Background: an optimization exercise with open tools, aiming at small area. Do not read the settings as production practice. In this exercise RTL edits were held to simulation tests only and were not proved equivalent to the original.

==> branch ember: inputs <==
Design kpcf_dl, start of the top module:
module kpcf_dl (
    input  wire        clk,
    input  wire        rst,           
    input  wire        cmd_valid,
    output reg         cmd_ready,
    input  wire [1:0]  cmd_op,        
    input  wire        cmd_ch,        
    input  wire [31:0] cmd_data,
    output reg         resp_valid,
    output reg  [1:0]  resp_code,     
    output wire [31:0] resp_data
);
clock: 400.0 ns
lec_check: 0
abc_area: 1
cap_margin: 20
core_margin: 2
core_utilization: 55
place_density: 0.65
slew_margin: 20
standard.sh (not shown) runs the stock make flow with config.mk's settings and CLKGATE_MAP_FILE= SYNTH_SCRIPT=/design/flow/synth_recipe.tcl, a recipe that flattens the netlist after the stock synthesis.
==> flow/flow/run.sh <==
#!/bin/bash
set -euo pipefail
work=$(pwd)
rm -rf "$work/orfs_scripts"
cp -r "$FLOW_HOME/scripts" "$work/orfs_scripts"
cp "$work/flow/abc_area.script" "$work/orfs_scripts/abc_area.script"
bash "$work/standard.sh" finish SCRIPTS_DIR="$work/orfs_scripts" > "$work/flow_make.log" 2>&1
==> flow/flow/abc_area.script <==
strash; &get -n; &dch -f; &nf -a -R 1000; &put
==> branch xenon (differences from branch ember) <==
--- a/flow/design.v
+++ b/flow/design.v
@@ -111,18 +111,18 @@
             a_nan = (a[30:23] == 8'hFF) && (a[22:0] != 0);
             b_nan = (b[30:23] == 8'hFF) && (b[22:0] != 0);
             a_inf = (a[30:23] == 8'hFF) && (a[22:0] == 0);
             b_inf = (b[30:23] == 8'hFF) && (b[22:0] == 0);
             ea = mulm ? pe : {2'b00, a[30:24], a[23] | (a[30:23] == 8'd0)};
             eb = {2'b00, b[30:24], b[23] | (b[30:23] == 8'd0)};
             ma = mulm ? pm : {1'b0, a[30:23] != 8'd0, a[22:0], 3'b000};
             mb = {1'b0, b[30:23] != 8'd0, b[22:0], 3'b000};
-            cmp  = radd({~ea[9], ea[8:0], ma}, ~{~eb[9], eb[8:0], mb}, 1'b1);
-            swap = ~cmp[38];
+            cmp  = radd({7'd0, a[30:0]}, ~{7'd0, b[30:0]}, 1'b1);
+            swap = mulm ? (pe[9] || pe == 10'd0) : ~cmp[38];
             sx = swap ? sb : sa;
             sy = swap ? sa : sb;
             ex = swap ? eb : ea;
             ey = swap ? ea : eb;
             mx = swap ? mb : ma;
             my = swap ? ma : mb;
             sub = sx ^ sy;
             d = radd10(ex, ~ey, 1'b1);
@@ -239,17 +239,17 @@
             case (cmd_op)
                 OP_WRITE: cmd_ready = !ready || wdist[2:0] == 3'd0;
                 default:  cmd_ready = 1'b1;
             endcase
         end
     end
     reg  [31:0] ca, cb, cs, tap, trunc, hin0, hin1, hin2, hin3, wdat;
     reg  [41:0] fo;
-    reg  [9:0]  cef;
+    reg  [9:0]  cef, eadd;
     reg         cmulm, cncl, xneg, spl, big, lowe, go, wr, clr;
     reg  [4:0]  kx, lmr, lm1;
     reg  [3:0]  x0, x0d;
     reg  [22:0] mask;
     reg  [27:0] t1m, t2m, t3m, t4m;
     reg  [4:0]  mv, mdif;
     reg         mc;
     reg  [3:0]  r_n;
@@ -326,16 +326,17 @@
                 ca = X;
                 cb = P;
             end
             default: ;
         endcase
         fo  = fpu(ca, cb, cmulm, E, {ACC, MQ[23:21], |MQ[20:0]}, pnan, pinf, pz, cncl);
         cs  = fo[31:0];
         cef = fo[41:32];
+        eadd = radd10(st == S_CAP ? E : 10'h381, cef, 1'b0);
         t1m = radd28({4'd0, ACC}, MQ[0] ? {5'b00001, X[22:0]} : 28'd0);
         t2m = radd28(t1m, MQ[1] ? {4'b0001, X[22:0], 1'b0} : 28'd0);
         t3m = radd28(t2m, MQ[2] ? {3'b001, X[22:0], 2'b00} : 28'd0);
         t4m = radd28(t3m, MQ[3] ? {2'b01, X[22:0], 3'b000} : 28'd0);
         ACC <= (st == S_MUL) ? t4m[27:4] : 24'd0;
         go  = cmd_valid && cmd_ready;
         wr  = st == S_IDLE && go && cmd_op == OP_WRITE && ready;
         clr = st == S_CLR;
@@ -427,40 +428,40 @@
                 S_FIX: begin
                     if (P[31]) begin
                         xr <= x0d;
                         P  <= cs;
                         st <= S_FIX2;
                     end else begin
                         xr <= x0;
                         MQ <= {1'b1, cs[22:0]};
-                        E  <= radd10(cef, 10'h381, 1'b0);
+                        E  <= eadd;
                         mz <= 1'b0;
                         st <= S_CAP;
                     end
                 end
                 S_FIX2: begin
                     if (P == ONE) begin
-                        P  <= 32'd0;
+                        P  <= cs;                        
                         xr <= x1;
                     end
                     st <= S_MQ;
                 end
                 S_MQ: begin
                     MQ <= {1'b1, cs[22:0]};
-                    E  <= radd10(cef, 10'h381, 1'b0);    
+                    E  <= eadd;                          
                     mz <= sec && P[30:0] == 31'd0;
                     if (sec) P <= X;
                     st <= S_CAP;
                 end
                 S_CAP: begin
                     cnt <= 5'd5;
                     if (hit) begin
                         X    <= cs;
-                        E    <= radd10(E, cef, 1'b0);
+                        E    <= eadd;
                         ps   <= tap[31];
                         pnan <= (tap[30:23] == 8'hFF) && (tap[22:0] != 0 || mz);
                         pinf <= (tap[30:23] == 8'hFF) && tap[22:0] == 0 && !mz;
                         pz   <= tap[30:0] == 31'd0 || mz;
                         st   <= S_MUL;
                     end
                 end
                 S_MUL: begin
==> flow/flow/run.sh (replaced) <==
#!/bin/bash
set -euo pipefail
work=$(pwd)
rm -rf "$work/orfs_scripts"
cp -r "$FLOW_HOME/scripts" "$work/orfs_scripts"
cp "$work/flow/abc_area.script" "$work/orfs_scripts/abc_area.script"
bash "$work/standard.sh" finish SCRIPTS_DIR="$work/orfs_scripts" \
    "BUFFER_PORTS_ARGS=-buffer_cell sky130_fd_sc_hd__buf_1" > "$work/flow_make.log" 2>&1
==> flow/flow/abc_area.script (replaced) <==
strash; &get -n; &dch -f; &nf -a -R 1000; &put; &get -n; &dch -f; &nf -a -R 1000; &put
--- a/flow/config.mk
+++ b/flow/config.mk
@@ -4,10 +4,13 @@
 export VERILOG_FILES = /design/flow/design.v
 export SDC_FILE = /design/flow/constraint.sdc
 export NUM_CORES = 4
 export LEC_CHECK = 0
 export ABC_AREA = 1
 export CAP_MARGIN = 20
 export CORE_MARGIN = 2
 export CORE_UTILIZATION = 55
+export CTS_BUF_LIST = sky130_fd_sc_hd__clkbuf_16
+export CTS_CLUSTER_DIAMETER = 90
+export CTS_CLUSTER_SIZE = 26
 export PLACE_DENSITY = 0.65
 export SLEW_MARGIN = 20
==> out/metrics.csv <==
metric,value,unit
run_status,timing/DRC/antenna clean,
cts_buffers,107,
synth.area.mux_share,1.552,%
Source of the figures above: branch ember

==> out/metrics.csv <==
metric,value,unit
run_status,timing/DRC/antenna clean,
fillers,6235,
wl_met1,48.29,mm
cts_buffers,54,
die_x,277.2,um
synthXorXnorAreaFrac,1.643,%
synth_top_cell_area_share,52.35,%
Source of the figures above: branch xenon

[re-timing with driven ports]
The results above use ideal ports. As a check the final layouts listed here were re-extracted and re-timed, cells and wires unchanged. Step 1 (the two cells are an assumption about what drives the block):
set clk [get_ports {clk}]
set_driving_cell -lib_cell sky130_fd_sc_hd__clkbuf_16 $clk
set_driving_cell -lib_cell sky130_fd_sc_hd__buf_2 [delete_from_list [all_inputs] $clk]
Step 2 also shifts input and output timing later by t, the mid clock arrival at the registers, as if the neighbouring blocks saw the same clock. Three values: no drivers, after step 1, after step 2; two values: the first two.
| run | t, ns | setup slack, ns | worst setup path after step 2 | clock arrival spread, ns | slew at the worst register clock pin (ns) |
|---|---|---|---|---|---|
| branch ember | 0.738 | 237.188 / 237.166 / 237.166 | input to output | 0.092 / 0.093 | 0.08 / 0.08 |
| branch xenon | 0.716 | 237.797 / 237.725 / 237.725 | input to output | 0.064 / 0.063 | 0.11 / 0.11 |
After both steps every run listed still meets setup and hold. For branch xenon, which loses most, drivers alone change the setup slack by -0.072 ns; drivers and shift together by -0.072 ns.
